From an optimization exercise on the open Yosys and OpenROAD flow, aimed at small area; shortcuts taken in it are not production practice.
Function was checked by simulation only, so behaviour that the tests miss may differ from the original.

run 1:
## sensorimotor_rx
module sensorimotor_rx #(
    parameter [6:0]  DEFAULT_ID   = 7'd1,
    parameter [15:0] WDT_LIMIT    = 16'd300,
    parameter        RX_BUF_CAP   = 36,
    parameter        TX_BUF_CAP   = 14,
    parameter [15:0] T_PRE        = 16'd3,
    parameter [15:0] T_POST       = 16'd2,
    parameter [15:0] T_TRAIL      = 16'd1,
    parameter        PAGE_SIZE    = 32,
    parameter [15:0] APP_LIMIT    = 16'h0800,
    parameter [23:0] SIG_EXPECTED = 24'h1E950F
) (
    input  wire         clk,
    input  wire         rst,             
    input  wire         boot_strap,      
    input  wire [7:0]   nvm_id_in,
    input  wire [7:0]   nvm_cfg_in,
    input  wire         svc,
    input  wire         tb,
    input  wire         rx_valid,
    input  wire [7:0]   rx_data,
    output wire         rx_pop,
    output wire [7:0]   tx_data,
    output wire         tx_write,
    input  wire         tx_ready,
    input  wire         tx_complete,
    output wire         de,
  ...
Settings: LEC_CHECK=0, ABC_AREA=1, CAP_MARGIN=20, CORE_MARGIN=2, CORE_UTILIZATION=60, SLEW_MARGIN=20; clock period 15.0 ns.
standard.sh (not shown) runs the stock make flow with config.mk's settings and CLKGATE_MAP_FILE= SYNTH_SCRIPT=/design/flow/synth_recipe.tcl, a recipe that flattens the netlist after the stock synthesis.
==> flow/flow/run.sh <==
#!/bin/bash
# The standard layout (standard.sh), with these changes to how the layout is made:
# - after the standard synthesis, the combinational logic between the registers is re-mapped
#   for area by ABC (flow/reabc.tcl), four times with different ABC seeds
#   (flow/reabc1..4.scr), and the smallest of the four netlists is laid out; every register
#   keeps its name and cell;
# - port buffers are sky130_fd_sc_hd__buf_1 (every input and output port still gets one);
# - the clock tree uses clkbuf_4 buffers over clusters of at most 8 flip-flops, without
#   dummy loads (smaller than the default tree; clock-pin slew stays under the limit).
# Each tool's full output goes to a log here: synth.log, reabc1..4.log, layout.log (ORFS also
# keeps each step's log under orfs/logs).
set -euo pipefail
RES=orfs/results/$FLOW_PLATFORM/sensorimotor_rx/base
bash standard.sh synth > synth.log 2>&1
cp $RES/1_2_yosys.v $RES/1_2_yosys.std.v
DONT=$(sed -n '/^export DONT_USE_CELLS/,/^#/p' $FLOW_HOME/platforms/$FLOW_PLATFORM/config.mk | grep -o 'sky130_fd_sc_hd__[A-Za-z0-9_]*' | tr '\n' ' ')
LIB=$FLOW_HOME/platforms/$FLOW_PLATFORM/lib/sky130_fd_sc_hd__tt_025C_1v80.lib
for i in 1 2 3 4; do
  LIB=$LIB NETLIST=$RES/1_2_yosys.std.v OUT=$RES/1_2_yosys.abc$i.v TOP=$FLOW_TOP \
  ABC_SCRIPT=$PWD/flow/reabc$i.scr DONT_USE="$DONT" \
    yosys -c flow/reabc.tcl > reabc$i.log 2>&1 &
done
wait
best=""; best_area=""
for i in 1 2 3 4; do
  a=$(grep "Chip area for module" reabc$i.log | tail -1 | awk '{print $NF}')
  echo "netlist $i: area $a" >> reabc_choice.log
  if [[ -n "$a" && -s $RES/1_2_yosys.abc$i.v ]]; then
    if [[ -z "$best" ]] || awk -v a="$a" -v b="$best_area" 'BEGIN{exit !(a < b)}'; then best=$i; best_area=$a; fi
  fi
done
echo "chosen: $best ($best_area)" >> reabc_choice.log
cp $RES/1_2_yosys.abc$best.v $RES/1_2_yosys.v
rm -f $RES/1_synth.odb $RES/1_synth.sdc
export BUFFER_PORTS_ARGS="-buffer_cell sky130_fd_sc_hd__buf_1"
export CTS_ARGS="-sink_clustering_enable -repair_clock_nets -dont_use_dummy_load -buf_list sky130_fd_sc_hd__clkbuf_4 -sink_clustering_size 8 -sink_clustering_max_diameter 40"
bash standard.sh > layout.log 2>&1
==> flow/flow/reabc.tcl <==
# Area re-mapping of the combinational logic of the standard synthesis's netlist.
# The registers (every flip-flop cell instance, with its name and cell type) are kept as they
# are: they are black boxes here, and only the logic between them is re-mapped by ABC.
set lib $::env(LIB)
set net $::env(NETLIST)
yosys read_liberty -ignore_miss_func $lib
yosys read_verilog $net
yosys hierarchy -top $::env(TOP)
yosys blackbox sky130_fd_sc_hd__df* sky130_fd_sc_hd__edf* sky130_fd_sc_hd__sdf* sky130_fd_sc_hd__sedf* sky130_fd_sc_hd__dl*
yosys stat -liberty $lib
yosys flatten
# the wires flatten made for the cells' pins are not names of the design: drop them
yosys rename -hide w:*.*
yosys opt_clean -purge
set dont {}
foreach c $::env(DONT_USE) { lappend dont -dont_use $c }
yosys abc -liberty $lib -script $::env(ABC_SCRIPT) {*}$dont
# every library cell as a black box, so that the cells ABC placed have known ports
yosys read_liberty -lib -ignore_redef $lib
# as ORFS's synthesis and the standard flow's synthesis script finish a netlist
yosys setundef -zero
yosys splitnets
yosys opt_clean -purge
yosys hilomap -singleton -hicell sky130_fd_sc_hd__conb_1 HI -locell sky130_fd_sc_hd__conb_1 LO
yosys insbuf -buf sky130_fd_sc_hd__buf_1 A X
yosys check -assert -mapped
yosys stat -liberty $lib
# left out here: hide names made inside functions
yosys write_verilog -noattr -nohex -nodec $::env(OUT)
==> flow/flow/reabc1.scr <==
strash
&get -n
&deepsyn -T 90 -S 1
&put
dch -f
amap
topo
==> flow/flow/reabc2.scr <==
strash
&get -n
&deepsyn -T 90 -S 2
&put
dch -f
amap
topo
==> flow/flow/reabc3.scr <==
strash
&get -n
&deepsyn -T 90 -S 3
&put
dch -f
amap
topo
==> flow/flow/reabc4.scr <==
strash
&get -n
&deepsyn -T 90 -S 4
&put
dch -f
amap
topo
Looking at the reports, run 1 completed the entire flow and the layout it produced met the timing, design-rule and antenna checks.
The inputs of run 2 differ from those of run 1 as listed below.
==> flow/flow/run.sh <==
#!/bin/bash
# The standard layout (standard.sh), with these changes to how the layout is made:
# - after the standard synthesis, the combinational logic between the registers is re-mapped
#   for area by ABC (flow/reabc.tcl, flow/reabc.scr); every register keeps its name and cell;
# - port buffers are sky130_fd_sc_hd__buf_1 (every input and output port still gets one);
# - the clock tree uses clkbuf_4 buffers over clusters of at most 8 flip-flops, without
#   dummy loads (smaller than the default tree; clock-pin slew stays under the limit).
# Each tool's full output goes to a log here: synth.log, reabc.log, layout.log (ORFS also
# keeps each step's log under orfs/logs).
set -euo pipefail
RES=orfs/results/$FLOW_PLATFORM/sensorimotor_rx/base
bash standard.sh synth > synth.log 2>&1
cp $RES/1_2_yosys.v $RES/1_2_yosys.std.v
DONT=$(sed -n '/^export DONT_USE_CELLS/,/^#/p' $FLOW_HOME/platforms/$FLOW_PLATFORM/config.mk | grep -o 'sky130_fd_sc_hd__[A-Za-z0-9_]*' | tr '\n' ' ')
LIB=$FLOW_HOME/platforms/$FLOW_PLATFORM/lib/sky130_fd_sc_hd__tt_025C_1v80.lib \
NETLIST=$RES/1_2_yosys.std.v OUT=$RES/1_2_yosys.v TOP=$FLOW_TOP \
ABC_SCRIPT=$PWD/flow/reabc.scr DONT_USE="$DONT" \
  yosys -c flow/reabc.tcl > reabc.log 2>&1
rm -f $RES/1_synth.odb $RES/1_synth.sdc
export BUFFER_PORTS_ARGS="-buffer_cell sky130_fd_sc_hd__buf_1"
export CTS_ARGS="-sink_clustering_enable -repair_clock_nets -dont_use_dummy_load -buf_list sky130_fd_sc_hd__clkbuf_4 -sink_clustering_size 8 -sink_clustering_max_diameter 40"
bash standard.sh > layout.log 2>&1
==> flow/flow/reabc.scr (new file) <==
strash
&get -n
&deepsyn -T 60
&put
dch -f
amap
topo
removed: flow/flow/reabc1.scr
removed: flow/flow/reabc2.scr
removed: flow/flow/reabc3.scr
removed: flow/flow/reabc4.scr
Findings:
Peak supply drop (run 2 vs. run 1) decreases by more than 10%. motor_set_power as the end point of the critical path was reported by run 1, and sensor_restart by run 2. Comparing run 1 and run 2, the lower minimum setup slack in the final design is on run 1. Number of filler cells placed in the layout: run 2 vs run 1 down 1.7%. Compared run 1 against run 2; starting utilization of the core area within noise.
Input changes introduced in run 3 (baseline for comparison: run 2):
==> flow/flow/run.sh <==
#!/bin/bash
# The standard layout (standard.sh), with these changes to how the layout is made:
# - after the standard synthesis, the combinational logic between the registers is re-mapped
#   for area by ABC (flow/reabc.tcl), four times with different ABC seeds
#   (flow/reabc1..4.scr), and the smallest of the four netlists is laid out; every register
#   keeps its name and cell;
# - port buffers are sky130_fd_sc_hd__buf_1 (every input and output port still gets one);
# - the clock tree uses clkbuf_4 buffers over clusters of at most 10 flip-flops, without
#   dummy loads (smaller than the default tree; clock-pin slew stays under the limit).
# Each tool's full output goes to a log here: synth.log, reabc1..4.log, layout.log (ORFS also
# keeps each step's log under orfs/logs).
set -euo pipefail
RES=orfs/results/$FLOW_PLATFORM/sensorimotor_rx/base
bash standard.sh synth > synth.log 2>&1
cp $RES/1_2_yosys.v $RES/1_2_yosys.std.v
DONT=$(sed -n '/^export DONT_USE_CELLS/,/^#/p' $FLOW_HOME/platforms/$FLOW_PLATFORM/config.mk | grep -o 'sky130_fd_sc_hd__[A-Za-z0-9_]*' | tr '\n' ' ')
LIB=$FLOW_HOME/platforms/$FLOW_PLATFORM/lib/sky130_fd_sc_hd__tt_025C_1v80.lib
for i in 1 2 3 4; do
  LIB=$LIB NETLIST=$RES/1_2_yosys.std.v OUT=$RES/1_2_yosys.abc$i.v TOP=$FLOW_TOP \
  ABC_SCRIPT=$PWD/flow/reabc$i.scr DONT_USE="$DONT" \
    yosys -c flow/reabc.tcl > reabc$i.log 2>&1 &
done
wait
best=""; best_area=""
for i in 1 2 3 4; do
  a=$(grep "Chip area for module" reabc$i.log | tail -1 | awk '{print $NF}')
  echo "netlist $i: area $a" >> reabc_choice.log
  if [[ -n "$a" && -s $RES/1_2_yosys.abc$i.v ]]; then
    if [[ -z "$best" ]] || awk -v a="$a" -v b="$best_area" 'BEGIN{exit !(a < b)}'; then best=$i; best_area=$a; fi
  fi
done
echo "chosen: $best ($best_area)" >> reabc_choice.log
cp $RES/1_2_yosys.abc$best.v $RES/1_2_yosys.v
rm -f $RES/1_synth.odb $RES/1_synth.sdc
export BUFFER_PORTS_ARGS="-buffer_cell sky130_fd_sc_hd__buf_1"
export CTS_ARGS="-sink_clustering_enable -repair_clock_nets -dont_use_dummy_load -buf_list sky130_fd_sc_hd__clkbuf_4 -sink_clustering_size 10 -sink_clustering_max_diameter 40"
bash standard.sh > layout.log 2>&1
==> flow/flow/reabc1.scr (new file) <==
strash
&get -n
&deepsyn -T 90 -S 1
&put
dch -f
amap
topo
==> flow/flow/reabc2.scr (new file) <==
strash
&get -n
&deepsyn -T 90 -S 2
&put
dch -f
amap
topo
==> flow/flow/reabc3.scr (new file) <==
strash
&get -n
&deepsyn -T 90 -S 3
&put
dch -f
amap
topo
==> flow/flow/reabc4.scr (new file) <==
strash
&get -n
&deepsyn -T 90 -S 4
&put
dch -f
amap
topo
removed: flow/flow/reabc.scr
Findings:
- Between run 2 and run 3, the flow reports number of cells in the finished layout apart from fillers decreasing slightly.
- Delta(period utilization, run 3 - run 2) > 0
- Diff run 2 -> run 3 | first-pass GRT wire length | decrease of about 5%
- After detailed routing, run 2 needs more wire than run 3.
- [run 3] maximum clock frequency fell 0.0036 GHz relative to run 2
- Run 3 finished all stages; the layout is clean.
- Run 2 and run 3 ended up with roughly the same non-clock buffer count.
- Run 3 vs. run 2: global-route usage went down by 2.0 points, design area went down 100 µm².
Input changes introduced in run 4 (baseline for comparison: run 3):
--- a/flow/flow/run.sh
+++ b/flow/flow/run.sh
@@ -7,3 +7,3 @@
 # - port buffers are sky130_fd_sc_hd__buf_1 (every input and output port still gets one);
-# - the clock tree uses clkbuf_4 buffers over clusters of at most 10 flip-flops, without
+# - the clock tree uses clkbuf_4 buffers over clusters of at most 8 flip-flops, without
 #   dummy loads (smaller than the default tree; clock-pin slew stays under the limit).
@@ -35,3 +35,3 @@
 export BUFFER_PORTS_ARGS="-buffer_cell sky130_fd_sc_hd__buf_1"
-export CTS_ARGS="-sink_clustering_enable -repair_clock_nets -dont_use_dummy_load -buf_list sky130_fd_sc_hd__clkbuf_4 -sink_clustering_size 10 -sink_clustering_max_diameter 40"
+export CTS_ARGS="-sink_clustering_enable -repair_clock_nets -dont_use_dummy_load -buf_list sky130_fd_sc_hd__clkbuf_4 -sink_clustering_size 8 -sink_clustering_max_diameter 40"
 bash standard.sh > layout.log 2>&1
==> flow/flow/reabc1.scr <==
strash
&get -n
&deepsyn -T 150 -S 1
&put
dch -f
amap
topo
==> flow/flow/reabc2.scr <==
strash
&get -n
&deepsyn -T 150 -S 2
&put
dch -f
amap
topo
==> flow/flow/reabc3.scr <==
strash
&get -n
&deepsyn -T 150 -S 3
&put
dch -f
amap
topo
==> flow/flow/reabc4.scr <==
strash
&get -n
&deepsyn -T 150 -S 4
&put
dch -f
amap
topo
Notes after the runs:
Final worst-path setup slack: run 4 lower than run 3
Of run 3 and run 4, the higher clock distribution area overhead in the final layout belongs to run 4.
Of run 3 and run 4, the higher worst-skew pair later-pin latency belongs to run 4.
Lower post-synthesis average cell area among run 3 and run 4: run 3
Summary: with run 3 as the reference, via count in run 4 moved up slightly.

==> what the ideal ports hide <==
In the flow no input, the clock included, has a driving cell. The finished layouts below were timed again as built, in two steps.
Step 1 sets driving cells, clkbuf_16 on the clock port and buf_2 on the other inputs (assumed; they add their load-dependent delay and slew).
Step 2, shift: input delay + t, output delay - t, t = (earliest + latest rising clock arrival at the registers) / 2. This alone moves slack from input paths to output paths.
Three values: ideal ports, drivers, drivers and shift; two values: the first two.
| run | t, ns | setup WS [ns] | worst setup path after step 2 |
|---|---|---|---|
| run 1 | 0.716 | 6.177 / 6.149 / 6.149 | input to output |
| run 2 | 0.719 | 6.492 / 6.450 / 6.304 | input to register |
| run 3 | 0.697 | 6.225 / 6.197 / 6.197 | input to output |
| run 4 | 0.709 | 6.097 / 6.071 / 6.071 | input to output |
After both steps every run listed still meets setup and hold. For run 2, which loses most, drivers alone change the setup slack by -0.042 ns; drivers and shift together by -0.188 ns.
